Source: an optimization exercise on an open RTL-to-GDS flow (aim: small area, a short achievable clock period and few clock cycles per item). Production flows keep margins and buffers that such runs may drop.
Where RTL was checked, it was by simulation tests only, not by an equivalence proof against the original.
Function not checked in runs 1 to 5: the RTL went through the layout flow alone.
No activity file was given, so power comes from the tool's default toggle rates. No driver is modelled on the clock port, so clocking that relies on it looks cheaper here than on a real chip.

$ cat standard.sh
#!/bin/bash
# synth_recipe.tcl (not shown) runs the flow's synth.tcl, then flattens the netlist and writes it again
# the make line also repeats each setting of config.mk as NAME=value (left out here)
make -C /OpenROAD-flow-scripts/flow DESIGN_CONFIG=/design/flow/config.mk WORK_HOME=/design/flow/orfs CLKGATE_MAP_FILE= SYNTH_SCRIPT=/design/flow/synth_recipe.tcl "${@:-finish}"
$ cat flow/run.sh
#!/bin/bash
# Standard ORFS layout (the standard.sh, standard synthesis unchanged),
# with timing repair aiming for 7 ns of setup slack at the 10 ns clock.
set -euo pipefail
bash standard.sh SETUP_SLACK_MARGIN=7 finish > flow.log 2>&1
$ cat config.mk
export PLATFORM = sky130hd
export DESIGN_NAME = rle_plane_enc
export DESIGN_NICKNAME = rle_plane_enc
export VERILOG_FILES = /design/flow/design.v
export SDC_FILE = /design/flow/constraint.sdc
export NUM_CORES = 4
export LEC_CHECK = 0
export CAP_MARGIN = 20
export CORE_MARGIN = 2
export CORE_UTILIZATION = 40
export SLEW_MARGIN = 20
$ cat constraint.sdc
create_clock -name core_clock -period 10.0 [get_ports {clk}]
set_input_delay 2.0000 -clock core_clock [delete_from_list [all_inputs] [get_ports {clk}]]
set_output_delay 2.0000 -clock core_clock [all_outputs]
set_load 0.01 [all_outputs]
$ cat design.v
module rle_plane_enc (
    input  wire       clk,
    input  wire       rst,
    input  wire       in_valid,
    output reg        in_ready,
    input  wire [7:0] in_data,
    input  wire       in_last,
    output reg        out_valid,
    input  wire       out_ready,
    output reg  [7:0] out_data,
    output reg        out_last
);
    localparam integer N  = 128;    
    localparam integer PW = 7;      
    localparam integer M  = 8;      
    localparam [1:0] T_DEAD = 2'd0, T_LIT = 2'd1, T_RUN = 2'd2, T_RUNL = 2'd3;
    localparam [1:0] K_RUN = 2'd0, K_SOS = 2'd1, K_NEXT = 2'd2;
    reg [7:0] wd0, wd1, wd2, wd3, wd4;
    reg       wl0, wl1, wl2, wl3, wl4;
    reg       we0, we1, we2, we3, we4;
    reg [4:0] wv;                
    reg [7:0] lastb;             
    wire acc = in_valid && in_ready;
    wire in_eq = (in_data == lastb);
    reg [6:0] scnt;       
    reg       sc0, sc124, sc125, sc126, sc127;    
    reg       srun;       
    reg [6:0] lcnt;       
    reg       lc0, lc127, lge2;                   
    reg       lone;       
    reg       cont;       
    localparam integer FD = 4;
    reg [8:0] hq [0:FD-1];
    reg [1:0] hq_wp, hq_rp;
    reg [2:0] hq_n;
    reg       hq_full;
    wire hq_empty = (hq_n == 3'd0);
    reg [11:0] rq0, rq1;         
    reg [1:0]  rq_n;
    reg        rq_room;
    reg [10*N-1:0] ring;
    reg [PW-1:0]   ptr;         
    reg [PW-1:0]   dy;          
    reg [M-1:0]    dyo;         
    reg            pey;         
    reg            fa;          
    reg            clr;         
    wire [1:0] tap_tag = ring[10*N-1 -: 2];
    wire [7:0] tap_dat = ring[10*N-3 -: 8];
    wire [1:0] n2_tag  = ring[10*(N-1)-1 -: 2];
    reg [7:0] lrem;       
    reg       lz, l1;     
    reg       shortf;     
    reg       vdone;      
    reg       eopc;       
    localparam integer OQ = 3;
    reg [8:0] oq [0:OQ-1];
    reg [1:0] oq_wp, oq_rp;
    reg [1:0] oq_n;
    reg       can_out;    
    wire la_ok = wv[3] || (wv[0] && wl0) || (wv[1] && wl1) || (wv[2] && wl2);
    wire e_ok  = wv[0] && la_ok;
    wire eq01 = we1;
    wire eq02 = we1 && we2;
    wire eq03 = we1 && we2 && we3;
    wire new_str = sc0 || !we0 || sc127;
    wire run_start = new_str && !wl0 && !wl1 && !wl2 && eq01 && eq02 && eq03;
    wire is_run = new_str ? run_start : srun;
    wire is_lit = !is_run;
    wire [6:0] c1 = scnt + 7'd1;                  
    wire b1 = !wl0 && eq01 && !sc126;             
    wire b2 = b1 && !wl1 && eq02 && !sc125;
    wire end1 = b1 && (wl1 || sc125 || !eq02);
    wire end2 = b2 && (wl2 || sc124 || !eq03);
    wire run_cont = !new_str && srun;
    wire rq_val = run_cont && end1;
    wire rq_hdr = run_cont && end2;
    wire rq_lit = is_lit;
    wire rq_any = rq_lit || rq_val || rq_hdr;
    wire [7:0] lcnt1 = {1'b0, lcnt} + 8'd1;
    wire lone1  = lc0 ? !cont : (lone && !new_str);
    wire lclose = rq_lit && (wl0 || lc127);
    wire rclose = run_start && !lc0;
    wire push   = lclose || rclose;
    wire [7:0] hdr_l = (lone1 && !lc0) ? (8'd128 + lcnt1) : lcnt1;
    wire [7:0] hdr_r = (lone && lge2) ? (8'd128 + {1'b0, lcnt}) : {1'b0, lcnt};
    wire [8:0] push_ent = rclose ? {hdr_r, 1'b0} : {hdr_l, wl0};
    wire [7:0]  w_dat = rq_hdr ? (8'd131 + {1'b0, scnt}) : wd0;
    wire [1:0]  w_tag = rq_lit ? T_LIT : (rq_val && wl1) ? T_RUNL : T_RUN;
    wire [1:0]  w_kind = !rq_lit ? K_RUN : lc0 ? K_SOS : K_NEXT;
    wire [11:0] rq_new = {w_kind, w_tag, w_dat};
    wire adv = e_ok && (!rq_any || rq_room) && (!push || !hq_full);
    wire rq_push = adv && rq_any;
    wire tap_any  = (tap_tag != T_DEAD);
    wire tap_live = tap_any && !clr;
    wire is_head  = tap_live && fa;
    wire head_lit = (tap_tag == T_LIT);
    wire take_drop = is_head && head_lit && !lz && vdone;
    wire take_out  = is_head && can_out && (head_lit ? (!lz && !vdone) : 1'b1);
    wire consume   = take_drop || take_out;
    wire skip      = is_head && !consume;
    wire fa_next = fa ? (skip ? pey : 1'b1) : pey;
    wire [1:0] rk = rq0[11:10];
    wire       rqv = (rq_n != 2'd0);
    wire slot0_dead = !tap_any || consume || clr;    
    wire slot0_free = fa && (!tap_live || consume);
    wire [M-1:0] near_dead;                           
    genvar g;
    generate for (g = 0; g < M; g = g + 1) begin : gnd
        if (g == 0)
            assign near_dead[g] = 1'b0;
        else
            assign near_dead[g] = dyo[g] && (ring[10*(g-1)+9 -: 2] == T_DEAD) && !clr;
    end endgenerate
    wire near_free = |near_dead;
    wire wr_ok = (rk == K_NEXT) ? (dyo[0] ? slot0_free : near_free)
                                : (slot0_free && (rk == K_RUN || !dyo[0]));
    wire write  = rqv && wr_ok;
    wire wnear  = write && (rk == K_NEXT) && !dyo[0];    
    wire [8:0] hq_head = hq[hq_rp];
    wire hdr_go = !clr && lz && !consume && can_out && !hq_empty &&
                  (n2_tag == T_LIT) && fa_next;
    wire [7:0] hh = hq_head[8:1];
    wire h_short = hh[7] && (hh[6:0] != 7'd0);
    wire       opush = take_out || hdr_go;
    wire [7:0] odat  = hdr_go ? hh : tap_dat;
    wire       olast = hdr_go ? 1'b0 :
                       head_lit ? (eopc && (shortf || l1)) :
                       (tap_tag == T_RUNL);
    reg [10*N-1:0] ring_n;
    integer i;
    always @(*) begin
        ring_n = {ring[10*(N-1)-1:0],
                  ((write && !wnear) ? rq0[9:8]
                                     : ((clr || consume) ? T_DEAD : tap_tag)),
                  (slot0_dead ? rq0[7:0] : tap_dat)};
        for (i = 1; i < M; i = i + 1) begin
            if (near_dead[i])
                ring_n[10*i+7 -: 8] = rq0[7:0];
            if (wnear && dyo[i])
                ring_n[10*i+9 -: 2] = rq0[9:8];
        end
    end
    wire [5:0] wvx = {1'b0, wv};
    wire [4:0] ld;
    generate for (g = 0; g < 5; g = g + 1) begin : gld
        if (g == 0)
            assign ld[g] = acc && (adv ? (wvx[0] && !wvx[1]) : !wvx[0]);
        else
            assign ld[g] = acc && (adv ? (wvx[g] && !wvx[g+1]) : (wvx[g-1] && !wvx[g]));
    end endgenerate
    wire [4:0] wv_n = (adv ? {1'b0, wv[4:1]} : wv) | ld;
    wire [1:0] rq_n_n = rq_n + {1'b0, rq_push} - {1'b0, write};
    wire [2:0] hq_n_n = hq_n + {2'b0, adv && push} - {2'b0, hdr_go};
    wire out_room = !out_valid || out_ready;      
    wire oq_empty = (oq_n == 2'd0);
    wire o_load_q = out_room && !oq_empty;
    wire o_load_d = out_room && oq_empty && opush;
    wire oq_push  = opush && !o_load_d;
    wire [1:0] oq_n_n = oq_n + {1'b0, oq_push} - {1'b0, o_load_q};
    always @(posedge clk) begin
        if (ld[0]) begin wd0 <= in_data; wl0 <= in_last; we0 <= in_eq; end
        else if (adv) begin wd0 <= wd1; wl0 <= wl1; we0 <= we1; end
        if (ld[1]) begin wd1 <= in_data; wl1 <= in_last; we1 <= in_eq; end
        else if (adv) begin wd1 <= wd2; wl1 <= wl2; we1 <= we2; end
        if (ld[2]) begin wd2 <= in_data; wl2 <= in_last; we2 <= in_eq; end
        else if (adv) begin wd2 <= wd3; wl2 <= wl3; we2 <= we3; end
        if (ld[3]) begin wd3 <= in_data; wl3 <= in_last; we3 <= in_eq; end
        else if (adv) begin wd3 <= wd4; wl3 <= wl4; we3 <= we4; end
        if (ld[4]) begin wd4 <= in_data; wl4 <= in_last; we4 <= in_eq; end
        if (acc) lastb <= in_data;
        ring <= ring_n;
        if (write || rq_n == 2'd0)
            rq0 <= (rq_n == 2'd2) ? rq1 : rq_new;
        if (rq_push && (rq_n - {1'b0, write}) == 2'd1)
            rq1 <= rq_new;
        if (adv && push) hq[hq_wp] <= push_ent;
        if (oq_push) oq[oq_wp] <= {olast, odat};
        if (o_load_q) begin
            out_data <= oq[oq_rp][7:0];
            out_last <= oq[oq_rp][8];
        end else if (o_load_d) begin
            out_data <= odat;
            out_last <= olast;
        end
        if (rst) begin
            wv       <= 5'd0;
            in_ready <= 1'b0;
            scnt     <= 7'd0;
            sc0      <= 1'b1;
            sc124    <= 1'b0;
            sc125    <= 1'b0;
            sc126    <= 1'b0;
            sc127    <= 1'b0;
            srun     <= 1'b0;
            lcnt     <= 7'd0;
            lc0      <= 1'b1;
            lc127    <= 1'b0;
            lge2     <= 1'b0;
            lone     <= 1'b0;
            cont     <= 1'b0;
            hq_wp    <= 2'd0;
            hq_rp    <= 2'd0;
            hq_n     <= 3'd0;
            hq_full  <= 1'b0;
            rq_n     <= 2'd0;
            rq_room  <= 1'b1;
            ptr      <= {PW{1'b0}};
            dy       <= {PW{1'b0}};
            dyo      <= {{(M-1){1'b0}}, 1'b1};
            pey      <= 1'b0;
            fa       <= 1'b1;
            clr      <= 1'b1;
            lrem     <= 8'd0;
            lz       <= 1'b1;
            l1       <= 1'b0;
            shortf   <= 1'b0;
            vdone    <= 1'b0;
            eopc     <= 1'b0;
            out_valid <= 1'b0;
            oq_wp    <= 2'd0;
            oq_rp    <= 2'd0;
            oq_n     <= 2'd0;
            can_out  <= 1'b0;
        end else begin
            wv       <= wv_n;
            in_ready <= !wv_n[4];
            if (adv) begin
                scnt  <= wl0 ? 7'd0 : (new_str ? 7'd1 : c1);
                sc0   <= wl0;
                sc124 <= !wl0 && !new_str && (c1 == 7'd124);
                sc125 <= !wl0 && !new_str && (c1 == 7'd125);
                sc126 <= !wl0 && !new_str && (c1 == 7'd126);
                sc127 <= !wl0 && !new_str && (c1 == 7'd127);
                srun  <= is_run;
                if (rq_lit) begin
                    if (lclose) begin
                        lcnt  <= 7'd0;
                        lc0   <= 1'b1;
                        lc127 <= 1'b0;
                        lge2  <= 1'b0;
                        cont  <= !wl0;
                    end else begin
                        lcnt  <= lcnt1[6:0];
                        lc0   <= 1'b0;
                        lc127 <= (lcnt == 7'd126);
                        lge2  <= !lc0;
                        lone  <= lone1;
                    end
                end else if (run_start) begin
                    lcnt  <= 7'd0;
                    lc0   <= 1'b1;
                    lc127 <= 1'b0;
                    lge2  <= 1'b0;
                    cont  <= 1'b0;
                end else if (wl0) begin
                    cont <= 1'b0;
                end
            end
            if (adv && push) hq_wp <= hq_wp + 2'd1;
            if (hdr_go) hq_rp <= hq_rp + 2'd1;
            hq_n    <= hq_n_n;
            hq_full <= (hq_n_n == FD);
            rq_n    <= rq_n_n;
            rq_room <= (rq_n_n != 2'd2);
            ptr <= (ptr == N-1) ? {PW{1'b0}} : ptr + 1'b1;
            if (ptr == N-1) clr <= 1'b0;
            if (write && !wnear) begin
                dy  <= {PW{1'b0}};
                dyo <= {{(M-1){1'b0}}, 1'b1};
                pey <= 1'b0;
            end else if (!write) begin
                dy  <= pey ? {PW{1'b0}} : dy + 1'b1;
                dyo <= {dyo[M-2:0], pey};
                pey <= (dy == N-2);
            end
            fa  <= fa_next;
            if (hdr_go) begin
                lrem   <= h_short ? {6'd0, hh[1:0]} : hh;
                lz     <= 1'b0;
                l1     <= !h_short && (hh == 8'd1);
                shortf <= h_short;
                vdone  <= 1'b0;
                eopc   <= hq_head[0];
            end else if (consume && head_lit) begin
                lrem  <= lrem - 8'd1;
                lz    <= l1;
                l1    <= (lrem == 8'd2);
                vdone <= shortf && !l1;
            end
            if (out_room) out_valid <= o_load_q || o_load_d;
            if (oq_push) oq_wp <= (oq_wp == OQ-1) ? 2'd0 : oq_wp + 2'd1;
            if (o_load_q) oq_rp <= (oq_rp == OQ-1) ? 2'd0 : oq_rp + 2'd1;
            oq_n    <= oq_n_n;
            can_out <= (oq_n_n != OQ);
        end
    end
endmodule
==> reports/results.md, run 1 <==
| Item | Value | Unit |
| --- | --- | --- |
| Number of cells traversed by the worst register-to-register path | 12 | - |
| Inserted Clock Buffers | 143 | - |
| Count of final max-slew check failures | 0 | - |
| First drt pass iteration count | 5 | - |
| Max-slew headroom | 40.7 | % |
| Number of buffer and inverter instances along the worst setup path | 1 | - |
| Number of port buffers | 23 | - |
| Remaining antenna violation count | 0 | - |
| Setup skew after layout | 49.9 | ps |
| Number of hold violations in the final report | 0 | - |
| Cell count after synthesis | 2294 | - |
| Status | timing/DRC/antenna clean | - |
| Required time of the critical path | 8000 | ps |
| Post-synthesis instance area | 37700 | um2 |
| Non-filler instance count after layout | 3820 | - |
| Arr. time, crit path | 1240 | ps |
| Per-cell via count in the routed design | 4.31 | - |
| Area of the die | 96800 | um2 |
| Clock-pin transition on the worst setup and hold timing paths | 60 | ps |
| Design Area, Final | 44800 | um2 |
| Via Count | 16500 | - |
| Hold Path Depth | 0 | - |
| Final-layout fill cell count | 7799 | - |
| Layout cells sized above 1 | 17.7 | % |
| DRT Wirelength | 51100 | um |
| Routed wire length per instance | 13.4 | um |
| Endpoint of the lowest-slack register-to-register path | rq_room | - |
| Critical hold path startpoint | ring[298] | - |
| Global route total overflow | 0 | - |
| VDD IR-drop max | 0.145 | mV |
| Initial standard-cell utilization of the core | 40.4 | % |
| Initial antenna violation count | 0 | - |
| Area of the multi-input gates | 5720 | um2 |
| Layout Area Growth over Synthesis | 18.7 | % |
| Largest buffer count on any clock path | 3 | - |
| # DRC | 0 | - |
| Hold-fix buffer count after cts | 0 | - |
| Startpoint types | flop | - |
| Area of the core region | 93500 | um2 |
| GRT Total Usage | 10.9 | % |
| Hold Path Class | reg -> reg | - |
| Clock net sink count | 1526 | - |
| Power per cell area | 286 | nW/um2 |
| I/O pin total | 24 | - |
| Root buffer cell | clkbuf_16 | - |
| Sequential area share after synthesis | 85.0 | % |
| Setup violators final | 0 | - |
| Category of cells accounting for the largest share of critical-path delay | flip-flops | - |
| Dominant register cell in the synthesized netlist | dfxtp_1 | - |
| Flip-flop and latch area | 32100 | um2 |
| H-tree Lvls | 4 | - |
| Slew of the pin with the lowest slew margin | 882 | ps |
| RSZ-0062 raised after global routing | true | - |
| Warnings, synthesis | 1 | - |
| Post-Place Worst Slack | 5820 | ps |
| Wire length of the first global-routing pass | 86500 | um |
| Placed Cells | 3535 | - |
| Count of flip-flops with a built-in enable after synthesis | 154 | - |
| Number of synthesized register bits | 1526 | - |
| Count of maximum capacitance violations | 0 | - |
| Async set or reset register ratio after synthesis | 0 | % |
| Reg-to-reg critical path startpoint | wl2 | - |
| Highest Clock Rate | 309 | MHz |
| Slowest cell on the critical path | edfxtp_1 | - |
| Net count after synthesis | 2332 | - |
| Shortest period the worst path allows | 3240 | ps |
| Number of DRC violations after detailed-routing iteration 0 | 890 | - |
| Kind of end point of the critical path | primary output | - |
| Number of global-route vias before repair | 17100 | - |
| Pin count of the biggest net entering global routing | 71 | - |
| Crit-path max FO | 1 | - |
| Critical Path, Cell by Cell | buf_2 | - |
| Die Y | 311 | um |
| Number of rows in the core area | 112 | - |
| Worst-case hold path end point | ring[308] | - |
| Final cycle utilization of the critical path | 32.4 | % |
| Clock tree from TritonCTS | built | - |
| Register-to-register path setup slack | 6850 | ps |
| Static Leak | 17.3 | nW |
| Instance area at placement | 39600 | um2 |
| Final RePlAce weighted congestion | 0.760 | - |
| Syn_area_per_cell | 16.5 | um2 |
| Net total in the final layout | 2498 | - |
| Count of cell types in the netlist | 81 | - |
| Setup WS post-layout | 6760 | ps |
| X dimension of the die | 311 | um |
| Later-pin clock latency in the skew report | 730 | ps |
| CP max stage delay | 360 | ps |
| Crit Path Category | reg -> out | - |
| Post-route setup TNS | 0 | ps |
| Sum of net half-perimeters after detailed placement | 28500 | um |
==> per-stage QoR <==
stage / util [%] / hold WS, ps / power, W
floorplan: - / 310 / 0.00745
global placement: 42.4 / 310 / 0.00760
detailed placement: 42.4 / 312 / 0.00762
CTS: 47.8 / 291 / 0.0130
global route: 48.0 / 291 / 0.0133
finish: 48.0 / 291 / 0.0128
==> synth_stat cells, drive strengths merged, types with 9 or more instances <==
cell type / n / area (um2)
nor2: 89 / 334
nand3: 36 / 190
nor3: 11 / 60.1
buf: 10 / 63.8
a21oi: 52 / 260
nand2: 90 / 340
and3: 10 / 62.6
mux2i: 13 / 168
ha: 24 / 300
xor2: 15 / 131
xnor2: 24 / 210
mux2: 130 / 1580
a31oi: 12 / 75.1
inv: 28 / 105
dfxtp: 1372 / 27500
nor2b: 10 / 62.6
clkbuf: 29 / 109
a211oi: 11 / 82.6
o21ai: 33 / 165
mux4: 9 / 203
edfxtp: 154 / 4620
==> routing by layer <==
layer	track usage, %	wire (um)	vias up	part of all wire, %
met5	0	0	-	0
met4	5.78	1640	0	3.2
met3	2.63	2220	132	4.3
met2	16.3	22600	322	44
met1	14.5	24600	7936	48
li1	-	-	8066	-
==> final cells by class <==
class                           count  area share (%)
Clock buffer                      203            9.29
Antenna cell                        1         0.00558
Sequential cell                  1526            71.6
Tap cell                         1254            3.50
Clock inverter                     47            1.35
Multi-Input combinational cell    700            12.8
Inverter                           29           0.318
Timing Repair inverter              1          0.0140
Timing Repair Buffer               59            1.15
==> state kept, by name, summed over array words and instances, names as in the netlist, 3 cells and up, named ones only <==
name,cells
rq1,12
wv,5
hq_n,3
ptr,7
rq0,12
lastb,8
lrem,8
ring,1280
wd4,8
hq,36
wd2,8
scnt,7
dy,7
wd1,8
wd0,8
out_data,8
dyo,8
lcnt,7
oq,27
wd3,8
==> placed cells by master, fill, tap and decap left out, types with 20 or more instances in the layout <==
cell and instances:
nand3_1 32, ha_1 20, inv_1 22, dfxtp_1 1369, clkbuf_8 23, clkinv_2 21, mux2_2 76, xnor2_1 22
mux2_4 30, edfxtp_1 154, nor2_1 87, clkbuf_16 149, clkbuf_1 30, a21oi_1 51, o21ai_0 29, mux2_1 24
nand2_1 87, buf_4 31
==> worst max path at each step <==
stage,startpoint,to,slack (ps),depth (start not counted)
after floorplan,out_ready,can_out,6510,11
after global placement,in_valid,wd3[3],5920,6
after detailed placement,in_valid,wd3[6],5820,6
after CTS,out_data[2],out_data[2],6680,1
after global routing,out_data[4],out_data[4],6690,1
final,out_data[2],out_data[2],6760,1
==> cell families after synthesis <==
| family | Yosys count | share of synthesized area (%) |
|---|---|---|
| AO/OA/AOI/OAI | 158 | 2.78 |
| XOR/XNOR | 39 | 0.905 |
| adder cells (fa/ha/maj) | 25 | 0.849 |
| buffers and inverters | 68 | 0.746 |
| flip-flops | 1526 | 85.0 |
| multiplexers | 152 | 5.16 |
| AND/OR/NAND/NOR | 326 | 4.54 |
==> where the power goes <==
group          switching (W)  leakage, nW  internal (W)  total, W
combinational       0.000165         2.32      0.000171  0.000336
clock                0.00219         2.34       0.00311   0.00530
sequential          0.000234         12.7       0.00695   0.00718
total                0.00259         17.3        0.0102    0.0128
==> timing repair <==
item | 4_1_cts | 5_1_grt
endpoints found under the setup margin | 225 | 121
gates cloned | 1 | 0
buffers inserted | 26 | 7
pin swaps | 13 | 13
hold endpoints to repair | 0 | 0
gates resized for setup | 72 | 17
==> run 2: changes to the inputs <==
==> flow/run.sh (replaced) <==
#!/bin/bash
# Standard ORFS layout (the standard.sh, standard synthesis unchanged),
# with timing repair aiming for 7 ns of setup slack at the 10 ns clock and
# clock tree synthesis without dummy loads.
set -euo pipefail
bash standard.sh SETUP_SLACK_MARGIN=7 \
  "CTS_ARGS=-sink_clustering_enable -repair_clock_nets -dont_use_dummy_load" \
  finish > flow.log 2>&1
==> run 2 against run 1 <==
Effect of this change: critical path depth did not move; critical endpoint unchanged; fmax up 0.66%; wire length fell by 0.69%; combinational power grew 2%; via count shrank 1.1%; largest cell class unchanged.
==> reports/results.md, run 2 <==
| Item | Value | Unit |
| --- | --- | --- |
| Count of final max-slew check failures | 0 | - |
| First drt pass iteration count | 5 | - |
| Capture point of the critical path | out_data[2] | - |
| Largest cells by area after synthesis | dfxtp_1, edfxtp_1, mux2_2 | - |
| Register-to-register path setup slack | 6910 | ps |
| Number of flip-flops in the largest register | 1280 | - |
| Initial standard-cell utilization of the core | 40.4 | % |
| Largest buffer count on any clock path | 3 | - |
| Startpoint types | flop | - |
| Hold Path Depth | 0 | - |
| Cell count after synthesis | 2294 | - |
| RSZ-0062 raised after global routing | true | - |
| Max-slew headroom | 38.3 | % |
| Power per cell area | 273 | nW/um2 |
| Final cycle utilization of the critical path | 32.1 | % |
| Slew of the pin with the lowest slew margin | 917 | ps |
| Clock net sink count | 1526 | - |
| Area of the multi-input gates | 5780 | um2 |
| Setup violators final | 0 | - |
| Power after layout | 0.0119 | W |
| Warnings, synthesis | 1 | - |
| Number of buffer and inverter instances along the worst setup path | 1 | - |
| Wire length of the first global-routing pass | 85300 | um |
| Layout cells sized above 1 | 15.9 | % |
| CP max stage delay | 360 | ps |
| Stages on the worst setup path | 1 | - |
| Shortest period the worst path allows | 3210 | ps |
| Biggest area consumer among synthesized cells | dfxtp_1 | - |
| Number of DRC violations after detailed-routing iteration 0 | 745 | - |
| Flip-flop and latch area | 32100 | um2 |
| Crit-path max FO | 1 | - |
| Arr. time, crit path | 1210 | ps |
| Number of cells traversed by the worst register-to-register path | 12 | - |
| Final RePlAce weighted congestion | 0.760 | - |
| Later-pin clock latency in the skew report | 710 | ps |
| Status | timing/DRC/antenna clean | - |
| Async set or reset register ratio after synthesis | 0 | % |
| Static Leak | 16.8 | nW |
| I/O pin total | 24 | - |
| Sum of net half-perimeters after detailed placement | 28500 | um |
| Count of maximum capacitance violations | 0 | - |
| Syn_area_per_cell | 16.5 | um2 |
| Layout Area Growth over Synthesis | 15.9 | % |
| Number of port buffers | 23 | - |
| Category of cells accounting for the largest share of critical-path delay | flip-flops | - |
| Sequential area share after synthesis | 85.0 | % |
| Area of the core region | 93500 | um2 |
| Dominant register cell in the synthesized netlist | dfxtp_1 | - |
| Most common cell after layout, fill and taps aside | dfxtp_1 | - |
| Pin count of the biggest net entering global routing | 71 | - |
| Hold Path Class | reg -> reg | - |
| Slowest cell on the critical path | edfxtp_1 | - |
| Registers with the highest flip-flop counts | ring: 1280 flops, hq: 36 flops, oq: 27 flops | - |
| Clock-pin transition on the worst setup and hold timing paths | 60 | ps |
| Post-synthesis instance area | 37700 | um2 |
| Area of the die | 96800 | um2 |
| Initial antenna violation count | 0 | - |
| Root buffer cell | clkbuf_16 | - |
| Crit Path Category | reg -> out | - |
| VDD IR-drop max | 0.148 | mV |
| X dimension of the die | 311 | um |
| Post-route setup TNS | 0 | ps |
| Number of hold violations in the final report | 0 | - |
| Routed wire length per instance | 13.6 | um |
| GRT Total Usage | 10.7 | % |
| Inserted Clock Buffers | 143 | - |
| Most common cell in the netlist | dfxtp_1 | - |
| Final-layout fill cell count | 7881 | - |
| Net count after synthesis | 2332 | - |
| Die Y | 311 | um |
| Net total in the final layout | 2506 | - |
| Critical Path, Cell by Cell | buf_2 | - |
| Most frequent cells after synthesis | dfxtp_1, edfxtp_1, nand2_1, nor2_1, mux2_2 | - |
| Number of rows in the core area | 112 | - |
| Required time of the critical path | 8000 | ps |
| Commonest cells after routing, fill and taps aside | dfxtp_1, edfxtp_1, clkbuf_16 | - |
| Number of global-route vias before repair | 16900 | - |
| Per-cell via count in the routed design | 4.37 | - |
| # DRC | 0 | - |
| Number of synthesized register bits | 1526 | - |
| Reg-to-reg critical path startpoint | wl1 | - |
| Worst hold slack across all endpoints | 258 | ps |
| Highest Clock Rate | 311 | MHz |
| Crit path launch | out_data[2] | - |
| Remaining antenna violation count | 0 | - |
| Count of cell types in the netlist | 81 | - |
| Register with the highest flop count | ring | - |
| Global route total overflow | 0 | - |
| DRT Wirelength | 50800 | um |
| Count of flip-flops with a built-in enable after synthesis | 154 | - |
| Clock tree from TritonCTS | built | - |
| Kind of end point of the critical path | primary output | - |
| H-tree Lvls | 4 | - |
| Endpoint of the lowest-slack register-to-register path | hq_full | - |
| Number of antenna repair diodes | 0 | - |
| Setup skew after layout | 75.9 | ps |
| Share of Yosys cell area claimed by the top area cell type | 72.8 | % |
| Via Count | 16300 | - |
-- run 2: kinds of logic after synthesis --
family | after synthesis | share of synthesized area, %
compound gates | 158 | 2.78
xor+xnor | 39 | 0.905
fa+ha+maj | 25 | 0.849
buf+inv | 68 | 0.746
flops | 1526 | 85.0
mux | 152 | 5.16
simple gates | 326 | 4.54
-- run 2: power by group --
group | internal (W) | switching (W) | total [W]
Sequential | 0.00695 | 0.000231 | 0.00718
Clock | 0.00250 | 0.00192 | 0.00442
Combinational | 0.000175 | 0.000167 | 0.000343
-- run 2: cell type report --
| cell class | instances | area share (%) |
|---|---|---|
| tap | 1254 | 3.59 |
| multi-input combinational | 700 | 13.2 |
| sequential | 1526 | 73.4 |
| clock buffer | 143 | 8.18 |
| timing repair inverter | 1 | 0.0143 |
| timing repair buffer | 67 | 1.33 |
| inverter | 29 | 0.326 |
-- run 2: what timing repair did --
action / 4_1_cts / 5_1_grt
buffers inserted: 27 / 14
gates resized for setup: 75 / 26
gates cloned: 1 / 0
pin swaps: 13 / 19
hold buffers: 0 / 0
endpoints found under the setup margin: 225 / 134
hold endpoints to repair: 0 / 0
-- run 2: metrics by stage --
stage / area [um2] / utilization, % / cells / setup WS (ps)
final: 43800 / 46.8 / 3720 / 6790
after global routing: 43800 / 46.8 / 3720 / 6720
after CTS: 43500 / 46.6 / 3706 / 6700
after detailed placement: 39600 / 42.4 / 3535 / 5820
after global placement: 39600 / 42.4 / 3535 / 5920
after floorplan: 38000 / - / 2294 / 6510
-- run 2: worst min-delay path by stage --
stage	start	endpoint	slack (ps)
floorplan	ring[990]	ring[1000]	310
finish	ring[368]	ring[378]	260
global route	ring[409]	ring[419]	250
global placement	ring[584]	ring[594]	310
CTS	ring[368]	ring[378]	250
detailed placement	ring[1105]	ring[1115]	310
-- run 2: metal layers --
layer	share of wire, %	GRT usage (%)
met1	48	14.2
met2	44	16.2
met3	4.3	2.78
met4	3.7	5.38
met5	0	0
==> run 3: changes to the inputs <==
==> flow/run.sh (replaced) <==
#!/bin/bash
# Standard ORFS layout (the standard.sh, standard synthesis unchanged),
# with timing repair aiming for 7 ns of setup slack at the 10 ns clock and
# clock tree synthesis with larger sink clusters and no dummy loads.
set -euo pipefail
bash standard.sh SETUP_SLACK_MARGIN=7 \
  "CTS_ARGS=-sink_clustering_enable -repair_clock_nets -dont_use_dummy_load -sink_clustering_size 30 -sink_clustering_max_diameter 120 -buf_list sky130_fd_sc_hd__clkbuf_16" \
  finish > flow.log 2>&1
==> run 3 against run 2 <==
Effect of this change: still clean; sequential share of layout area increased by 3.8 points; synthesized cell count unchanged; global-route usage decreased by 0.76 points; via count decreased by 3.3%; first-iteration DRC count increased by 21%; combinational power about the same; critical path type unchanged.
==> reports/results.md, run 3 <==
| Item | Value | Unit |
| --- | --- | --- |
| Post-layout util | 44.5 | % |
| Cell count after synthesis | 2294 | - |
| Routed wire length per instance | 13.3 | um |
| Area of the multi-input gates | 5710 | um2 |
| Wire length of the first global-routing pass | 81200 | um |
| Registers with the highest flip-flop counts | ring: 1280 flops, hq: 36 flops, oq: 27 flops | - |
| Setup violators final | 0 | - |
| Clock tree from TritonCTS | built | - |
| Number of port buffers | 23 | - |
| Number of buffer and inverter instances along the worst setup path | 1 | - |
| Final-layout fill cell count | 8086 | - |
| Slowest cell on the critical path | edfxtp_1 | - |
| GRT Total Usage | 9.95 | % |
| Layout Area Growth over Synthesis | 10.3 | % |
| # DRC | 0 | - |
| H-tree Lvls | 2 | - |
| Inserted Clock Buffers | 57 | - |
| Final cycle utilization of the critical path | 32.0 | % |
| Initial standard-cell utilization of the core | 40.4 | % |
| Net count after synthesis | 2332 | - |
| Per-cell via count in the routed design | 4.32 | - |
| Arr. time, crit path | 1200 | ps |
| Count of cell types in the netlist | 81 | - |
| Largest cells by area after synthesis | dfxtp_1, edfxtp_1, mux2_2 | - |
| Root buffer cell | clkbuf_16 | - |
| Area of the core region | 93500 | um2 |
| CP max stage delay | 380 | ps |
| Shortest period the worst path allows | 3200 | ps |
| Most common cell in the netlist | dfxtp_1 | - |
| Share of Yosys cell area claimed by the top area cell type | 72.8 | % |
| Hold Path Class | reg -> reg | - |
| Pin count of the biggest net entering global routing | 71 | - |
| Highest Clock Rate | 312 | MHz |
| Setup skew after layout | 105 | ps |
| I/O pin total | 24 | - |
| Dominant register cell in the synthesized netlist | dfxtp_1 | - |
| Count of flip-flops with a built-in enable after synthesis | 154 | - |
| First drt pass iteration count | 5 | - |
| Max-slew headroom | 38.6 | % |
| Number of synthesized register bits | 1526 | - |
| Number of hold violations in the final report | 0 | - |
| Category of cells accounting for the largest share of critical-path delay | flip-flops | - |
| Largest buffer count on any clock path | 3 | - |
| Clock-pin transition on the worst setup and hold timing paths | 100 | ps |
| RSZ-0062 raised after global routing | true | - |
| Final RePlAce weighted congestion | 0.760 | - |
| Post-synthesis instance area | 37700 | um2 |
| Later-pin clock latency in the skew report | 680 | ps |
| Most frequent cells after synthesis | dfxtp_1, edfxtp_1, nand2_1, nor2_1, mux2_2 | - |
| Global route total overflow | 0 | - |
| VDD IR-drop max | 0.190 | mV |
| Register with the highest flop count | ring | - |
| Area of the die | 96800 | um2 |
| Post-route setup TNS | 0 | ps |
| Number of flip-flops in the largest register | 1280 | - |
| Biggest area consumer among synthesized cells | dfxtp_1 | - |
| Crit-path max FO | 1 | - |
| Number of antenna repair diodes | 0 | - |
| Kind of end point of the critical path | primary output | - |
| Static Leak | 15.8 | nW |
| Crit Path Category | reg -> out | - |
| Clock net sink count | 1526 | - |
| Sequential area share after synthesis | 85.0 | % |
| Async set or reset register ratio after synthesis | 0 | % |
| Count of maximum capacitance violations | 0 | - |
| X dimension of the die | 311 | um |
| Slew of the pin with the lowest slew margin | 913 | ps |
| Startpoint types | flop | - |
| Most common cell after layout, fill and taps aside | dfxtp_1 | - |
| DRT Wirelength | 48500 | um |
| Initial antenna violation count | 0 | - |
| Remaining antenna violation count | 0 | - |
| Number of global-route vias before repair | 15900 | - |
| Syn_area_per_cell | 16.5 | um2 |
| Commonest cells after routing, fill and taps aside | dfxtp_1, edfxtp_1, nand2_1 | - |
| Via Count | 15700 | - |
| Required time of the critical path | 8000 | ps |
| Status | timing/DRC/antenna clean | - |
| Flip-flop and latch area | 32100 | um2 |
| Count of final max-slew check failures | 0 | - |
| Net total in the final layout | 2428 | - |
| Number of rows in the core area | 112 | - |
| Die Y | 311 | um |
| Number of DRC violations after detailed-routing iteration 0 | 898 | - |
| Hold-fix buffer count after cts | 0 | - |
| Power per cell area | 244 | nW/um2 |
| Critical Path, Cell by Cell | buf_2 | - |
| Sum of net half-perimeters after detailed placement | 28500 | um |
| Warnings, synthesis | 1 | - |
| Layout cells sized above 1 | 13.0 | % |
[run 3: cell counts after synthesis]
No cell type changed its count.
[run 3: layer usage]
metal / track usage (%) / vias up / wire length [um]
met5: 0 / - / 0
met4: 3.00 / 0 / 1070
met3: 1.59 / 76 / 1510
met2: 15.6 / 193 / 21500
met1: 14.2 / 7661 / 24500
li1: - / 7801 / -
[run 3: logic make-up (layout without fill, tap and decap cells)]
kind of cell | count (synthesis) | count (layout) | share of synthesized area (%)
XOR/XNOR | 39 | 39 | 0.905
flip-flops | 1526 | 1526 | 85.0
adder cells (fa/ha/maj) | 25 | 25 | 0.849
buffers and inverters | 68 | 162 | 0.746
AND/OR/NAND/NOR | 326 | 326 | 4.54
multiplexers | 152 | 152 | 5.16
AO/OA/AOI/OAI | 158 | 158 | 2.78
[run 3: final timing paths]
path,from,endpoint,slack [ps],depth (start not counted)
worst max-delay path,out_data[2],out_data[2],6800,1
worst max register to register,wl1,rq_room,6970,13
worst min-delay path,ring[219],ring[229],270,0
worst min register to register,ring[219],ring[229],270,0
[run 3: final cells by class]
| class | instances | share of cell area (%) |
|---|---|---|
| timing repair inverter | 1 | 0.0150 |
| multi-input combinational | 700 | 13.7 |
| inverter | 29 | 0.361 |
| sequential | 1526 | 77.1 |
| clock buffer | 57 | 3.43 |
| tap | 1254 | 3.77 |
| timing repair buffer | 75 | 1.58 |
[run 3: what timing repair did]
item | CTS | global route
resized for setup | 74 | 22
buffers inserted | 29 | 19
cloned | 1 | 1
hold endpoints to repair | 0 | 0
setup endpoints to repair | 232 | 107
pin swaps | 17 | 16
[run 3: where the power goes]
part,switching (W),leakage (nW),internal [W]
clock,0.00161,0.702,0.00102
sequential,0.000231,12.7,0.00693
combinational,0.000166,2.42,0.000175
total,0.00201,15.8,0.00813
[run 3: stage by stage]
step / instance area (um2) / hold WS, ps / worst slack [ps] / instances / power [W]
global placement: 39600 / 310 / 5920 / 3535 / 0.00760
global route: 41600 / 261 / 6720 / 3642 / 0.0106
detailed placement: 39600 / 312 / 5820 / 3535 / 0.00762
finish: 41600 / 270 / 6800 / 3642 / 0.0101
CTS: 41300 / 269 / 6730 / 3622 / 0.0103
floorplan: 38000 / 310 / 6510 / 2294 / 0.00745
==> run 4: changes to the inputs <==
--- a/design.v
+++ b/design.v
@@ -55,5 +55,5 @@
     reg       eopc;       
-    localparam integer OQ = 3;
+    localparam integer OQ = 1;
     reg [8:0] oq [0:OQ-1];
-    reg [1:0] oq_wp, oq_rp;
+    reg [0:0] oq_wp, oq_rp;
     reg [1:0] oq_n;
@@ -160,2 +160,5 @@
     wire [1:0] oq_n_n = oq_n + {1'b0, oq_push} - {1'b0, o_load_q};
+    reg  [8:0] o_hold;           
+    wire [8:0] o_next = o_load_q ? oq[oq_rp] :
+                        o_load_d ? {olast, odat} : o_hold;
     always @(posedge clk) begin
@@ -178,9 +181,4 @@
         if (oq_push) oq[oq_wp] <= {olast, odat};
-        if (o_load_q) begin
-            out_data <= oq[oq_rp][7:0];
-            out_last <= oq[oq_rp][8];
-        end else if (o_load_d) begin
-            out_data <= odat;
-            out_last <= olast;
-        end
+        {out_last, out_data} <= o_next;
+        o_hold <= o_next;
         if (rst) begin
@@ -220,4 +218,4 @@
             out_valid <= 1'b0;
-            oq_wp    <= 2'd0;
-            oq_rp    <= 2'd0;
+            oq_wp <= 1'b0;
+            oq_rp <= 1'b0;
             oq_n     <= 2'd0;
@@ -290,5 +288,5 @@
             end
-            if (out_room) out_valid <= o_load_q || o_load_d;
-            if (oq_push) oq_wp <= (oq_wp == OQ-1) ? 2'd0 : oq_wp + 2'd1;
-            if (o_load_q) oq_rp <= (oq_rp == OQ-1) ? 2'd0 : oq_rp + 2'd1;
+            out_valid <= !out_room || o_load_q || o_load_d;
+            if (oq_push) oq_wp <= 1'b0;
+            if (o_load_q) oq_rp <= 1'b0;
             oq_n    <= oq_n_n;
==> run 4 against run 3 <==
Effect of this change: still clean; flip-flop and latch count fell by 24; worst setup slack gained 26 ps; die area fell by 2.5%; cell count decreased by 3.8%; count of clock-buffer cells in the layout decreased by 1; synthesized cell count is 3.4% lower; power up 0.41%; first-iteration DRC count fell by 11%; wire length down 1.0%; largest cell class unchanged.
==> reports/results.md, run 4 <==
| Item | Value | Unit |
| --- | --- | --- |
| Most common cell in the netlist | dfxtp_1 | - |
| Die Y | 307 | um |
| Number of DRC violations after detailed-routing iteration 0 | 795 | - |
| Layout Area Growth over Synthesis | 11.0 | % |
| Highest Clock Rate | 315 | MHz |
| Async set or reset register ratio after synthesis | 0 | % |
| Largest cells by area after synthesis | dfxtp_1, edfxtp_1, mux2_2 | - |
| Root buffer cell | clkbuf_16 | - |
| Clock net sink count | 1502 | - |
| Crit path launch | o_hold[5] | - |
| # DRC | 0 | - |
| Status | timing/DRC/antenna clean | - |
| Critical hold path startpoint | ring[1146] | - |
| Number of flip-flops in the largest register | 1280 | - |
| GR met1 Demand/Resource | 15.0 | % |
| Most common cell after layout, fill and taps aside | dfxtp_1 | - |
| Count of maximum capacitance violations | 0 | - |
| Number of hold violations in the final report | 0 | - |
| Largest buffer count on any clock path | 3 | - |
| Post-Place Worst Slack | 5780 | ps |
| Reg-to-reg critical path startpoint | wl1 | - |
| Design Area, Final | 40900 | um2 |
| Power per cell area | 249 | nW/um2 |
| Flip-flop and latch area | 31400 | um2 |
| Share of Yosys cell area claimed by the top area cell type | 74.3 | % |
| Dominant register cell in the synthesized netlist | dfxtp_1 | - |
| Setup skew after layout | 58.5 | ps |
| Final-layout fill cell count | 7913 | - |
| Post-route setup TNS | 0 | ps |
| Number of global-route vias before repair | 15300 | - |
| Registers with the highest flip-flop counts | ring: 1280 flops, hq: 36 flops | - |
| Area of the multi-input gates | 5560 | um2 |
| Final cycle utilization of the critical path | 31.7 | % |
| Wire length of the first global-routing pass | 79500 | um |
| I/O pin total | 24 | - |
| Net total in the final layout | 2358 | - |
| Pin count of the biggest net entering global routing | 74 | - |
| Warnings, synthesis | 1 | - |
| Remaining antenna violation count | 0 | - |
| Layout cells sized above 1 | 14.9 | % |
| Routing usage on met3 | 1.76 | % |
| Sequential area share after synthesis | 85.4 | % |
| Arr. time, crit path | 1170 | ps |
| Number of buffer and inverter instances along the worst setup path | 1 | - |
| Via Count | 15200 | - |
| Setup WS post-layout | 6830 | ps |
| Slew of the pin with the lowest slew margin | 754 | ps |
| Initial antenna violation count | 1 | - |
| Shortest period the worst path allows | 3170 | ps |
| Setup violators final | 0 | - |
| Startpoint types | flop | - |
| Commonest cells after routing, fill and taps aside | dfxtp_1, edfxtp_1, mux2_2 | - |
| Number of port buffers | 23 | - |
| X dimension of the die | 307 | um |
| Global route total overflow | 0 | - |
| Instance area at placement | 38700 | um2 |
| Syn_area_per_cell | 16.6 | um2 |
| Count of final max-slew check failures | 0 | - |
| Final RePlAce weighted congestion | 0.750 | - |
| VDD IR-drop max | 0.146 | mV |
| Hold Path Class | reg -> reg | - |
| GRT Total Usage | 10.1 | % |
| Static Leak | 15.5 | nW |
| Crit Path Category | reg -> out | - |
| First drt pass iteration count | 6 | - |
| Inserted Clock Buffers | 56 | - |
| Critical Path, Cell by Cell | buf_2 | - |
| Per-cell via count in the routed design | 4.33 | - |
| DRT Wirelength | 48000 | um |
| Slowest cell on the critical path | edfxtp_1 | - |
| Clock-pin transition on the worst setup and hold timing paths | 100 | ps |
| Number of synthesized register bits | 1502 | - |
| Required time of the critical path | 8000 | ps |
| Area of the die | 94400 | um2 |
| Category of cells accounting for the largest share of critical-path delay | flip-flops | - |
| Sum of net half-perimeters after detailed placement | 27900 | um |
| Count of cell types in the netlist | 74 | - |
| Post-synthesis instance area | 36800 | um2 |
| Cell count after synthesis | 2216 | - |
| CP max stage delay | 410 | ps |
| Net count after synthesis | 2254 | - |
| RSZ-0062 raised after global routing | true | - |
| Initial standard-cell utilization of the core | 40.3 | % |
| Count of flip-flops with a built-in enable after synthesis | 136 | - |
| Most frequent cells after synthesis | dfxtp_1, edfxtp_1, mux2_2 | - |
| Later-pin clock latency in the skew report | 630 | ps |
| Kind of end point of the critical path | primary output | - |
| Area of the core region | 91400 | um2 |
| Number of antenna repair diodes | 0 | - |
| Number of rows in the core area | 111 | - |
| Global-route met2 utilization | 15.0 | % |
| Routing layer with the top usage in global route | met2 | - |
| Biggest area consumer among synthesized cells | dfxtp_1 | - |
| Crit-path max FO | 1 | - |
| Clock tree from TritonCTS | built | - |
| Routed wire length per instance | 13.7 | um |
| H-tree Lvls | 2 | - |
| Max-slew headroom | 49.7 | % |
| Register with the highest flop count | ring | - |
==> run 4: area by class of cell <==
type,count,area share [%]
clock buffers,56,3.43
inverters,33,0.368
multi-input cells,645,13.6
flip-flops and latches,1502,77.0
well taps,1186,3.63
repair buffers,82,1.98
==> run 4: metrics by stage <==
step           power (W)  utilization (%)  hold WS [ps]  instances
2_1_floorplan    0.00745                -           310       2216
3_3_place_gp     0.00767             42.3           312       3389
3_5_place_dp     0.00769             42.3           312       3389
4_1_cts           0.0103             44.2           296       3477
5_1_grt           0.0106             44.7           306       3504
6_report          0.0102             44.7           308       3504
==> run 4: logic make-up (layout without fill, tap and decap cells) <==
kind of cell               after synthesis  in the layout  synth area share, %
muxes                                  149            149                 4.88
AOI/OAI and AO/OA                      157            157                 2.82
and+or+nand+nor                        265            267                 4.06
buffers and inverters                   71            171                0.826
xor gates and xnor gates                47             47                 1.12
adders and majority gates               25             25                0.871
DFF                                   1502           1502                 85.4
==> run 4: routing by layer <==
metal  vias up  share of wire, %
met5         -                 0
met4         0               2.5
met3        79               3.2
met2       173                42
met1      7368                52
li1       7538                 -
==> run 4: final timing paths <==
path	cells after the start	slack, ps	endpoint
worst max-delay path	1	6830	out_data[5]
worst min-delay path	0	310	ring[1156]
worst max register to register	10	6900	hq_full
worst min register to register	0	310	ring[1156]
==> run 4: power by group <==
| part | internal, W | switching, W | total [W] |
|---|---|---|---|
| Sequential | 0.00688 | 0.000273 | 0.00715 |
| Clock | 0.00101 | 0.00159 | 0.00260 |
| Combinational | 0.000229 | 0.000203 | 0.000432 |
| Total | 0.00811 | 0.00207 | 0.0102 |
==> run 4: timing repair <==
action                                  CTS  global route
buffers inserted                         30            24
gates resized for setup                  74            36
pin swaps                                17            13
hold buffers                              0             0
endpoints found under the setup margin  207           116
gates cloned                              2             3
==> run 5: changes to the inputs <==
--- a/flow/run.sh
+++ b/flow/run.sh
@@ -6,3 +6,3 @@
 bash standard.sh SETUP_SLACK_MARGIN=7 \
-  "CTS_ARGS=-sink_clustering_enable -repair_clock_nets -dont_use_dummy_load -sink_clustering_size 30 -sink_clustering_max_diameter 120 -buf_list sky130_fd_sc_hd__clkbuf_16" \
+  "CTS_ARGS=-sink_clustering_enable -repair_clock_nets -dont_use_dummy_load -sink_clustering_size 25 -sink_clustering_max_diameter 100 -buf_list sky130_fd_sc_hd__clkbuf_16" \
   finish > flow.log 2>&1
==> run 5 against run 4 <==
Effect of this change: still clean; global-route usage up 0.19 points; fmax fell by 1.4%; clock power rose by 12%; hold slack worse by 33 ps; first-iteration DRC count down 1.8%; synthesized area did not move; worst setup slack worse by 44 ps; cell count is 0.68% higher; largest power group unchanged.
==> reports/results.md, run 5 <==
| Item | Value | Unit |
| --- | --- | --- |
| Inserted Clock Buffers | 70 | - |
| # DRC | 0 | - |
| Async set or reset register ratio after synthesis | 0 | % |
| Root buffer cell | clkbuf_16 | - |
| Crit Path Category | reg -> reg | - |
| Register with the highest flop count | ring | - |
| Mux cell area share after synthesis | 4.88 | % |
| X dimension of the die | 307 | um |
| Die Y | 307 | um |
| H-tree Lvls | 3 | - |
| I/O pin total | 24 | - |
| Largest buffer count on any clock path | 3 | - |
| Layout Area Growth over Synthesis | 12.0 | % |
| Commonest cells after routing, fill and taps aside | dfxtp_1, edfxtp_1, mux2_2 | - |
| Later-pin clock latency in the skew report | 650 | ps |
| Post-synthesis instance area | 36800 | um2 |
| Layout cells sized above 1 | 15.8 | % |
| Register-to-register path setup slack | 6780 | ps |
| Hold-fix buffer count after cts | 0 | - |
| Most common cell after layout, fill and taps aside | dfxtp_1 | - |
| Number of global-route vias before repair | 15500 | - |
| Setup violators final | 0 | - |
| Syn_area_per_cell | 16.6 | um2 |
| Slew of the pin with the lowest slew margin | 850 | ps |
| Largest family of logic cells by synthesized area | multiplexers | - |
| Max-slew headroom | 42.9 | % |
| Endpoint of the lowest-slack register-to-register path | wd0[0] | - |
| Area fraction in and, or, nand and nor cells after synthesis | 4.06 | % |
| Crit-path max FO | 10 | - |
| Number of antenna repair diodes | 0 | - |
| Arr. time, crit path | 3630 | ps |
| Shortest period the worst path allows | 3220 | ps |
| First drt pass iteration count | 5 | - |
| Post-route setup TNS | 0 | ps |
| DRT Wirelength | 48800 | um |
| Clock net sink count | 1502 | - |
| Static Leak | 15.6 | nW |
| GRT Total Usage | 10.3 | % |
| Number of rows in the core area | 111 | - |
| Number of DRC violations after detailed-routing iteration 0 | 781 | - |
| Biggest area consumer among synthesized cells | dfxtp_1 | - |
| Count of maximum capacitance violations | 0 | - |
| VDD IR-drop max | 0.122 | mV |
| Setup skew after layout | 73.1 | ps |
| RSZ-0062 raised after global routing | true | - |
| Area share of xor/xnor cells in the synthesized design | 1.12 | % |
| Power per cell area | 255 | nW/um2 |
| Final cycle utilization of the critical path | 32.2 | % |
| Net count after synthesis | 2254 | - |
| Startpoint types | flop | - |
| Synthesized-area fraction occupied by adder cells | 0.871 | % |
| Via Count | 15300 | - |
| Number of synthesized register bits | 1502 | - |
| Area of the die | 94400 | um2 |
| Number of cells traversed by the worst register-to-register path | 12 | - |
| Highest Clock Rate | 311 | MHz |
| Initial antenna violation count | 1 | - |
| Worst hold slack across all endpoints | 276 | ps |
| Worst-case hold path end point | ring[101] | - |
| Count of flip-flops with a built-in enable after synthesis | 136 | - |
| Count of cell types in the netlist | 74 | - |
| Share of the synthesized area in compound gates (AO/OA/AOI/OAI) | 2.82 | % |
| Remaining antenna violation count | 0 | - |
| Dominant register cell in the synthesized netlist | dfxtp_1 | - |
| Cell count after synthesis | 2216 | - |
| Most frequent cells after synthesis | dfxtp_1, edfxtp_1, mux2_2 | - |
| Sum of net half-perimeters after detailed placement | 27900 | um |
| Count of final max-slew check failures | 0 | - |
| Registers with the highest flip-flop counts | ring: 1280 flops, hq: 36 flops | - |
| Per-cell via count in the routed design | 4.34 | - |
| Sequential area share after synthesis | 85.4 | % |
| Routed wire length per instance | 13.8 | um |
| Net total in the final layout | 2382 | - |
| Critical hold path startpoint | ring[91] | - |
| Hold Path Depth | 0 | - |
| Warnings, synthesis | 1 | - |
| Clock-pin transition on the worst setup and hold timing paths | 100 | ps |
| Area of the core region | 91400 | um2 |
| Wire length of the first global-routing pass | 80300 | um |
| Reg-to-reg critical path startpoint | wl2 | - |
| Kind of end point of the critical path | flop | - |
| Global route total overflow | 0 | - |
| Largest cells by area after synthesis | dfxtp_1, edfxtp_1, mux2_2 | - |
| Initial standard-cell utilization of the core | 40.3 | % |
| Pin count of the biggest net entering global routing | 74 | - |
| Status | timing/DRC/antenna clean | - |
| Share of Yosys cell area claimed by the top area cell type | 74.3 | % |
| Final RePlAce weighted congestion | 0.750 | - |
| Number of hold violations in the final report | 0 | - |
| Most common cell in the netlist | dfxtp_1 | - |
| Required time of the critical path | 10410 | ps |
| Hold Path Class | reg -> reg | - |
| Number of port buffers | 23 | - |
| Clock tree from TritonCTS | built | - |
| Number of flip-flops in the largest register | 1280 | - |
run 5: cell counts after synthesis:
No cell type changed its count.
run 5: per-stage QoR:
| stage | instances | setup slack, ps | cell area (um2) | total power, W | utilization [%] |
|---|---|---|---|---|---|
| floorplan | 2216 | 6590 | 37200 | 0.00745 | - |
| global placement | 3389 | 5860 | 38700 | 0.00767 | 42.3 |
| detailed placement | 3389 | 5780 | 38700 | 0.00769 | 42.3 |
| CTS | 3491 | 6770 | 40800 | 0.0106 | 44.6 |
| global route | 3528 | 6680 | 41200 | 0.0110 | 45.1 |
| finish | 3528 | 6780 | 41200 | 0.0105 | 45.1 |
run 5: layer usage:
metal  global-route usage [%]  share of wire (%)
met3                     2.20                3.4
met4                     3.78                2.9
met5                        0                  0
met1                     15.0                 52
met2                     15.1                 42
run 5: worst max-delay path, stage by stage (launching register included):
cell	delay, ps
edfxtp_1	460
or3b_4	440
o31a_1	300
inv_2	90
buf_4	110
buf_6	110
o2bb2ai_4	110
buf_4	170
buf_4	140
buf_4	130
o31ai_2	480
nand2_8	130
mux2_2	310
run 5: final cells by class:
class | count | area, um2
multi-input combinational | 646 | 5570
fill | 7870 | 50200
inverter | 33 | 136
clock buffer | 70 | 1750
tap | 1186 | 1480
timing repair buffer | 91 | 805
sequential | 1502 | 31400
run 5: worst max path at each step:
| stage | startpoint | end | slack (ps) | depth (start not counted) |
|---|---|---|---|---|
| 6_report | wl2 | wd0[0] | 6780 | 12 |
| 5_1_grt | wl2 | hq_full | 6680 | 11 |
| 4_1_cts | o_hold[1] | out_data[1] | 6770 | 1 |
| 3_5_place_dp | in_valid | wd2[5] | 5780 | 6 |
| 3_3_place_gp | in_valid | wd1[7] | 5860 | 6 |
| 2_1_floorplan | out_ready | can_out | 6590 | 9 |
run 5: report_power, final:
group	internal [W]	total (W)	switching [W]
combinational	0.000233	0.000435	0.000202
sequential	0.00688	0.00715	0.000273
clock	0.00126	0.00291	0.00166
total	0.00837	0.0105	0.00213
run 5: timing repair:
action,CTS,global route
resized for setup,75,27
setup buffers,30,35
pin swaps,16,18
gates cloned,2,2
endpoints found under the setup margin,209,101
run 5: logic make-up after synthesis:
| kind of cell | count (synthesis) |
|---|---|
| fa+ha+maj | 25 |
| xor+xnor | 47 |
| flops | 1502 |
| buf+inv | 71 |
| mux | 149 |
| simple gates | 265 |
| compound gates | 157 |
==> run 6: changes to the inputs <==
--- a/design.v
+++ b/design.v
@@ -15,3 +15,2 @@
     localparam integer M  = 8;      
-    localparam [1:0] T_DEAD = 2'd0, T_LIT = 2'd1, T_RUN = 2'd2, T_RUNL = 2'd3;
     localparam [1:0] K_RUN = 2'd0, K_SOS = 2'd1, K_NEXT = 2'd2;
@@ -37,6 +36,12 @@
     wire hq_empty = (hq_n == 3'd0);
-    reg [11:0] rq0, rq1;         
+    localparam integer CD = 8;
+    reg [1:0] cq [0:CD-1];       
+    reg [2:0] cq_wp, cq_rp;
+    reg [3:0] cq_n;
+    reg       cq_full;
+    wire cq_empty = (cq_n == 4'd0);
+    reg [9:0] rq0, rq1;          
     reg [1:0]  rq_n;
     reg        rq_room;
-    reg [10*N-1:0] ring;
+    reg [9*N-1:0]  ring;        
     reg [PW-1:0]   ptr;         
@@ -47,5 +52,5 @@
     reg            clr;         
-    wire [1:0] tap_tag = ring[10*N-1 -: 2];
-    wire [7:0] tap_dat = ring[10*N-3 -: 8];
-    wire [1:0] n2_tag  = ring[10*(N-1)-1 -: 2];
+    wire       tap_tag = ring[9*N-1];
+    wire [7:0] tap_dat = ring[9*N-2 -: 8];
+    wire       n2_live = ring[9*(N-1)-1];
     reg [7:0] lrem;       
@@ -54,2 +59,3 @@
     reg       vdone;      
+    reg       rb;         
     reg       eopc;       
@@ -88,13 +94,18 @@
     wire [7:0]  w_dat = rq_hdr ? (8'd131 + {1'b0, scnt}) : wd0;
-    wire [1:0]  w_tag = rq_lit ? T_LIT : (rq_val && wl1) ? T_RUNL : T_RUN;
     wire [1:0]  w_kind = !rq_lit ? K_RUN : lc0 ? K_SOS : K_NEXT;
-    wire [11:0] rq_new = {w_kind, w_tag, w_dat};
-    wire adv = e_ok && (!rq_any || rq_room) && (!push || !hq_full);
+    wire [9:0]  rq_new = {w_kind, w_dat};
+    wire        cpush  = rq_hdr || (rq_lit && lc0);
+    wire [1:0]  c_new  = {rq_hdr, rq_hdr && wl2};
+    wire adv = e_ok && (!rq_any || rq_room) && (!push || !hq_full) &&
+               (!cpush || !cq_full);
     wire rq_push = adv && rq_any;
-    wire tap_any  = (tap_tag != T_DEAD);
+    wire [1:0] ch = cq[cq_rp];
+    wire ch_run  = !cq_empty && ch[1];           
+    wire ch_sos  = !cq_empty && !ch[1];          
+    wire tap_any  = tap_tag;
     wire tap_live = tap_any && !clr;
     wire is_head  = tap_live && fa;
-    wire head_lit = (tap_tag == T_LIT);
-    wire take_drop = is_head && head_lit && !lz && vdone;
-    wire take_out  = is_head && can_out && (head_lit ? (!lz && !vdone) : 1'b1);
+    wire head_lit = !lz;                          
+    wire take_drop = is_head && head_lit && vdone;
+    wire take_out  = is_head && can_out && (head_lit ? !vdone : ch_run);
     wire consume   = take_drop || take_out;
@@ -102,3 +113,3 @@
     wire fa_next = fa ? (skip ? pey : 1'b1) : pey;
-    wire [1:0] rk = rq0[11:10];
+    wire [1:0] rk = rq0[9:8];
     wire       rqv = (rq_n != 2'd0);
@@ -112,3 +123,3 @@
         else
-            assign near_dead[g] = dyo[g] && (ring[10*(g-1)+9 -: 2] == T_DEAD) && !clr;
+            assign near_dead[g] = dyo[g] && !ring[9*(g-1)+8] && !clr;
     end endgenerate
@@ -120,4 +131,4 @@
     wire [8:0] hq_head = hq[hq_rp];
-    wire hdr_go = !clr && lz && !consume && can_out && !hq_empty &&
-                  (n2_tag == T_LIT) && fa_next;
+    wire hdr_go = !clr && lz && !consume && can_out && !hq_empty && ch_sos &&
+                  n2_live && fa_next;
     wire [7:0] hh = hq_head[8:1];
@@ -128,9 +139,8 @@
                        head_lit ? (eopc && (shortf || l1)) :
-                       (tap_tag == T_RUNL);
-    reg [10*N-1:0] ring_n;
+                       (rb && ch[0]);
+    reg [9*N-1:0] ring_n;
     integer i;
     always @(*) begin
-        ring_n = {ring[10*(N-1)-1:0],
-                  ((write && !wnear) ? rq0[9:8]
-                                     : ((clr || consume) ? T_DEAD : tap_tag)),
+        ring_n = {ring[9*(N-1)-1:0],
+                  ((write && !wnear) || (!clr && !consume && tap_tag)),
                   (slot0_dead ? rq0[7:0] : tap_dat)};
@@ -138,5 +148,5 @@
             if (near_dead[i])
-                ring_n[10*i+7 -: 8] = rq0[7:0];
+                ring_n[9*i+7 -: 8] = rq0[7:0];
             if (wnear && dyo[i])
-                ring_n[10*i+9 -: 2] = rq0[9:8];
+                ring_n[9*i+8] = 1'b1;
         end
@@ -154,2 +164,4 @@
     wire [2:0] hq_n_n = hq_n + {2'b0, adv && push} - {2'b0, hdr_go};
+    wire       cpop   = hdr_go || (take_out && !head_lit && rb);
+    wire [3:0] cq_n_n = cq_n + {3'b0, adv && cpush} - {3'b0, cpop};
     wire out_room = !out_valid || out_ready;      
@@ -180,2 +192,3 @@
         if (adv && push) hq[hq_wp] <= push_ent;
+        if (adv && cpush) cq[cq_wp] <= c_new;
         if (oq_push) oq[oq_wp] <= {olast, odat};
@@ -204,2 +217,7 @@
             rq_n     <= 2'd0;
+            cq_wp    <= 3'd0;
+            cq_rp    <= 3'd0;
+            cq_n     <= 4'd0;
+            cq_full  <= 1'b0;
+            rb       <= 1'b0;
             rq_room  <= 1'b1;
@@ -262,2 +280,7 @@
             rq_n    <= rq_n_n;
+            if (adv && cpush) cq_wp <= cq_wp + 3'd1;
+            if (cpop) cq_rp <= cq_rp + 3'd1;
+            cq_n    <= cq_n_n;
+            cq_full <= (cq_n_n == CD);
+            if (take_out && !head_lit) rb <= !rb;
             rq_room <= (rq_n_n != 2'd2);
--- a/flow/run.sh
+++ b/flow/run.sh
@@ -6,3 +6,3 @@
 bash standard.sh SETUP_SLACK_MARGIN=7 \
-  "CTS_ARGS=-sink_clustering_enable -repair_clock_nets -dont_use_dummy_load -sink_clustering_size 25 -sink_clustering_max_diameter 100 -buf_list sky130_fd_sc_hd__clkbuf_16" \
+  "CTS_ARGS=-sink_clustering_enable -repair_clock_nets -dont_use_dummy_load -sink_clustering_size 30 -sink_clustering_max_diameter 120 -buf_list sky130_fd_sc_hd__clkbuf_16" \
   finish > flow.log 2>&1
==> run 6 against run 5 <==
Effect of this change: cell area shrank 4.7%; hold slack gained 13 ps; sequential share of layout area is 1.1 points lower; wire length decreased by 0.26%; synthesized area fell by 4.3%; non-clock buffer count shrank 11; synthesized cell count up 0.45%; cell count shrank 1.6%; via count about the same; fmax rose by 2.2%; critical path type is now reg -> out; largest cell class unchanged.
==> reports/results.md, run 6 <==
| Item | Value | Unit |
| --- | --- | --- |
| Count of cell types in the netlist | 75 | - |
| Number of DRC violations after detailed-routing iteration 0 | 1114 | - |
| Global route total overflow | 0 | - |
| Number of synthesized register bits | 1401 | - |
| Static Leak | 14.9 | nW |
| Number of rows in the core area | 108 | - |
| Number of buffer and inverter instances along the worst setup path | 1 | - |
| Number of antenna repair diodes | 0 | - |
| Most common cell in the netlist | dfxtp_1 | - |
| Final RePlAce weighted congestion | 0.767 | - |
| Routed wire length per instance | 14.0 | um |
| Highest Clock Rate | 318 | MHz |
| Most common cell after layout, fill and taps aside | dfxtp_1 | - |
| Clock-pin transition on the worst setup and hold timing paths | 100 | ps |
| Arr. time, crit path | 1150 | ps |
| Hold Path Depth | 0 | - |
| Pin count of the biggest net entering global routing | 78 | - |
| Slew of the pin with the lowest slew margin | 1010 | ps |
| Net total in the final layout | 2364 | - |
| Count of flip-flops with a built-in enable after synthesis | 148 | - |
| Shortest period the worst path allows | 3150 | ps |
| Most frequent cells after synthesis | dfxtp_1, edfxtp_1, mux2_2, nand2_1, nor2_1 | - |
| Post-synthesis instance area | 35200 | um2 |
| Register with the highest flop count | ring | - |
| Per-cell via count in the routed design | 4.40 | - |
| Cell count after synthesis | 2226 | - |
| First drt pass iteration count | 5 | - |
| Inserted Clock Buffers | 52 | - |
| VDD IR-drop max | 0.160 | mV |
| Crit Path Category | reg -> out | - |
| Setup violators final | 0 | - |
| Count of final max-slew check failures | 0 | - |
| Kind of end point of the critical path | primary output | - |
| Final-layout fill cell count | 7508 | - |
| Slowest cell on the critical path | edfxtp_1 | - |
| Number of port buffers | 23 | - |
| DRT Wirelength | 48600 | um |
| Clock net sink count | 1401 | - |
| Share of Yosys cell area claimed by the top area cell type | 71.3 | % |
| GRT Total Usage | 10.7 | % |
| CP max stage delay | 400 | ps |
| Category of cells accounting for the largest share of critical-path delay | flip-flops | - |
| Crit-path max FO | 1 | - |
| Warnings, synthesis | 1 | - |
| Number of flip-flops in the largest register | 1152 | - |
| Number of hold violations in the final report | 0 | - |
| Hold-fix buffer count after cts | 0 | - |
| # DRC | 0 | - |
| Commonest cells after routing, fill and taps aside | dfxtp_1, edfxtp_1, nand2_1 | - |
| H-tree Lvls | 2 | - |
| Area of the die | 90400 | um2 |
| Initial standard-cell utilization of the core | 40.5 | % |
| Sum of net half-perimeters after detailed placement | 28900 | um |
| Remaining antenna violation count | 0 | - |
| Power after layout | 0.00965 | W |
| Final cycle utilization of the critical path | 31.5 | % |
| Startpoint types | flop | - |
| Max-slew headroom | 32.3 | % |
| X dimension of the die | 301 | um |
| Later-pin clock latency in the skew report | 640 | ps |
| Placed Cells | 3365 | - |
| Required time of the critical path | 8000 | ps |
| Largest cells by area after synthesis | dfxtp_1, edfxtp_1, mux2_2 | - |
| Net count after synthesis | 2272 | - |
| Syn_area_per_cell | 15.8 | um2 |
| I/O pin total | 24 | - |
| Async set or reset register ratio after synthesis | 0 | % |
| Critical Path, Cell by Cell | buf_2 | - |
| Dominant register cell in the synthesized netlist | dfxtp_1 | - |
| Post-route setup TNS | 0 | ps |
| Power per cell area | 246 | nW/um2 |
| RSZ-0062 raised after global routing | true | - |
| Non-filler instance count after layout | 3471 | - |
| Via Count | 15300 | - |
| Layout Area Growth over Synthesis | 11.5 | % |
| Biggest area consumer among synthesized cells | dfxtp_1 | - |
| Number of cells traversed by the worst register-to-register path | 13 | - |
| Number of global-route vias before repair | 15300 | - |
| Largest buffer count on any clock path | 3 | - |
| Wire length of the first global-routing pass | 79400 | um |
| Initial antenna violation count | 1 | - |
| Count of maximum capacitance violations | 0 | - |
| Clock tree from TritonCTS | built | - |
| Hold Path Class | reg -> reg | - |
| Sequential area share after synthesis | 83.9 | % |
| Layout cells sized above 1 | 14.3 | % |
| Stages on the worst setup path | 1 | - |
| Area of the core region | 87000 | um2 |
| Registers with the highest flip-flop counts | ring: 1152 flops, hq: 36 flops, cq: 16 flops | - |
| Setup skew after layout | 61.5 | ps |
| Status | timing/DRC/antenna clean | - |
| Root buffer cell | clkbuf_16 | - |
| Die Y | 301 | um |
run 6: cell count changes in the layout (fill, tap and decap cells not counted), moves of 12 or more:
cell / previous run / this run
a21oi_1: 37 / 52
edfxtp_1: 136 / 148
mux2_2: 101 / 69
and2_1: 4 / 16
dfxtp_1: 1359 / 1248
nand2_1: 52 / 107
clkbuf_16: 71 / 53
a22o_1: 14 / 0
nor2_1: 58 / 81
run 6: worst paths after layout:
path	startpoint	to	slack, ps
max	o_hold[2]	out_data[2]	6850
min	ring[936]	ring[945]	290
max reg2reg	we1	cq_full	6880
min reg2reg	ring[936]	ring[945]	290
run 6: area by class of cell:
cell class | count | area [um2] | area share, %
clock buffers | 52 | 1300 | 3.32
inverters | 43 | 196 | 0.501
multi-input cells | 740 | 6040 | 15.4
flip-flops and latches | 1401 | 29500 | 75.3
well taps | 1155 | 1450 | 3.68
repair buffers | 80 | 724 | 1.85
run 6: power by group:
part / switching (W) / internal (W) / leakage (nW)
combinational: 0.000231 / 0.000244 / 2.67
clock: 0.00150 / 0.000938 / 0.641
sequential: 0.000251 / 0.00649 / 11.6
run 6: metrics by stage:
stage	util (%)	setup WS, ps	area, um2	hold WS, ps
4_1_cts	44.7	6790	38900	287
6_report	45.1	6850	39200	289
5_1_grt	45.1	6780	39200	289
3_5_place_dp	42.6	5800	37000	312
3_3_place_gp	42.6	5780	37000	311
2_1_floorplan	-	6500	35600	310
run 6: routing by layer:
layer / vias to the layer above / track usage (%) / wire, um
li1: 7574 / - / -
met4: 0 / 2.97 / 1050
met5: - / 0 / 0
met2: 280 / 15.9 / 20800
met3: 82 / 2.23 / 2270
met1: 7345 / 15.7 / 24600
run 6: timing repair:
action                     CTS  global route
setup endpoints to repair  227            92
cloned                       2             1
resized for setup          112            49
pin swaps                   23            29
setup buffers               35            16
run 6: kinds of logic after synthesis:
family	synth area share, %
compound gates	3.14
xor+xnor	1.17
fa+ha+maj	1.22
buf+inv	0.967
flops	83.9
mux	4.47
simple gates	5.15
Testbench counts of run 6, summed over its fixed seeds: cycles 56,544, bytes 55,362.

[separate check: timing with driven ports]
The flow's constraints put no driver on any port. The routed layouts listed below were extracted and timed again, unchanged, in two steps.
Step 1: set_driving_cell puts a clkbuf_16 on clk and a buf_2 on each other input, an assumption about the parent block.
Step 2 times the ports against the registers' clock, not the clock port: input delays grow and output delays shrink by t, the midpoint of the rising clock arrivals with the driver on.
a / b / c = no drivers / after step 1 / after step 2; a / b = the first two.
run	t, ns	setup WS [ns]
run 1	0.761	6.764 / 6.705 / 6.304
run 2	0.735	6.785 / 6.726 / 6.360
run 3	0.676	6.799 / 6.740 / 6.403
run 4	0.669	6.826 / 6.763 / 6.315
run 5	0.673	6.782 / 6.762 / 6.399
run 6	0.670	6.852 / 6.796 / 6.400
After both steps setup and hold are still met in every run listed.
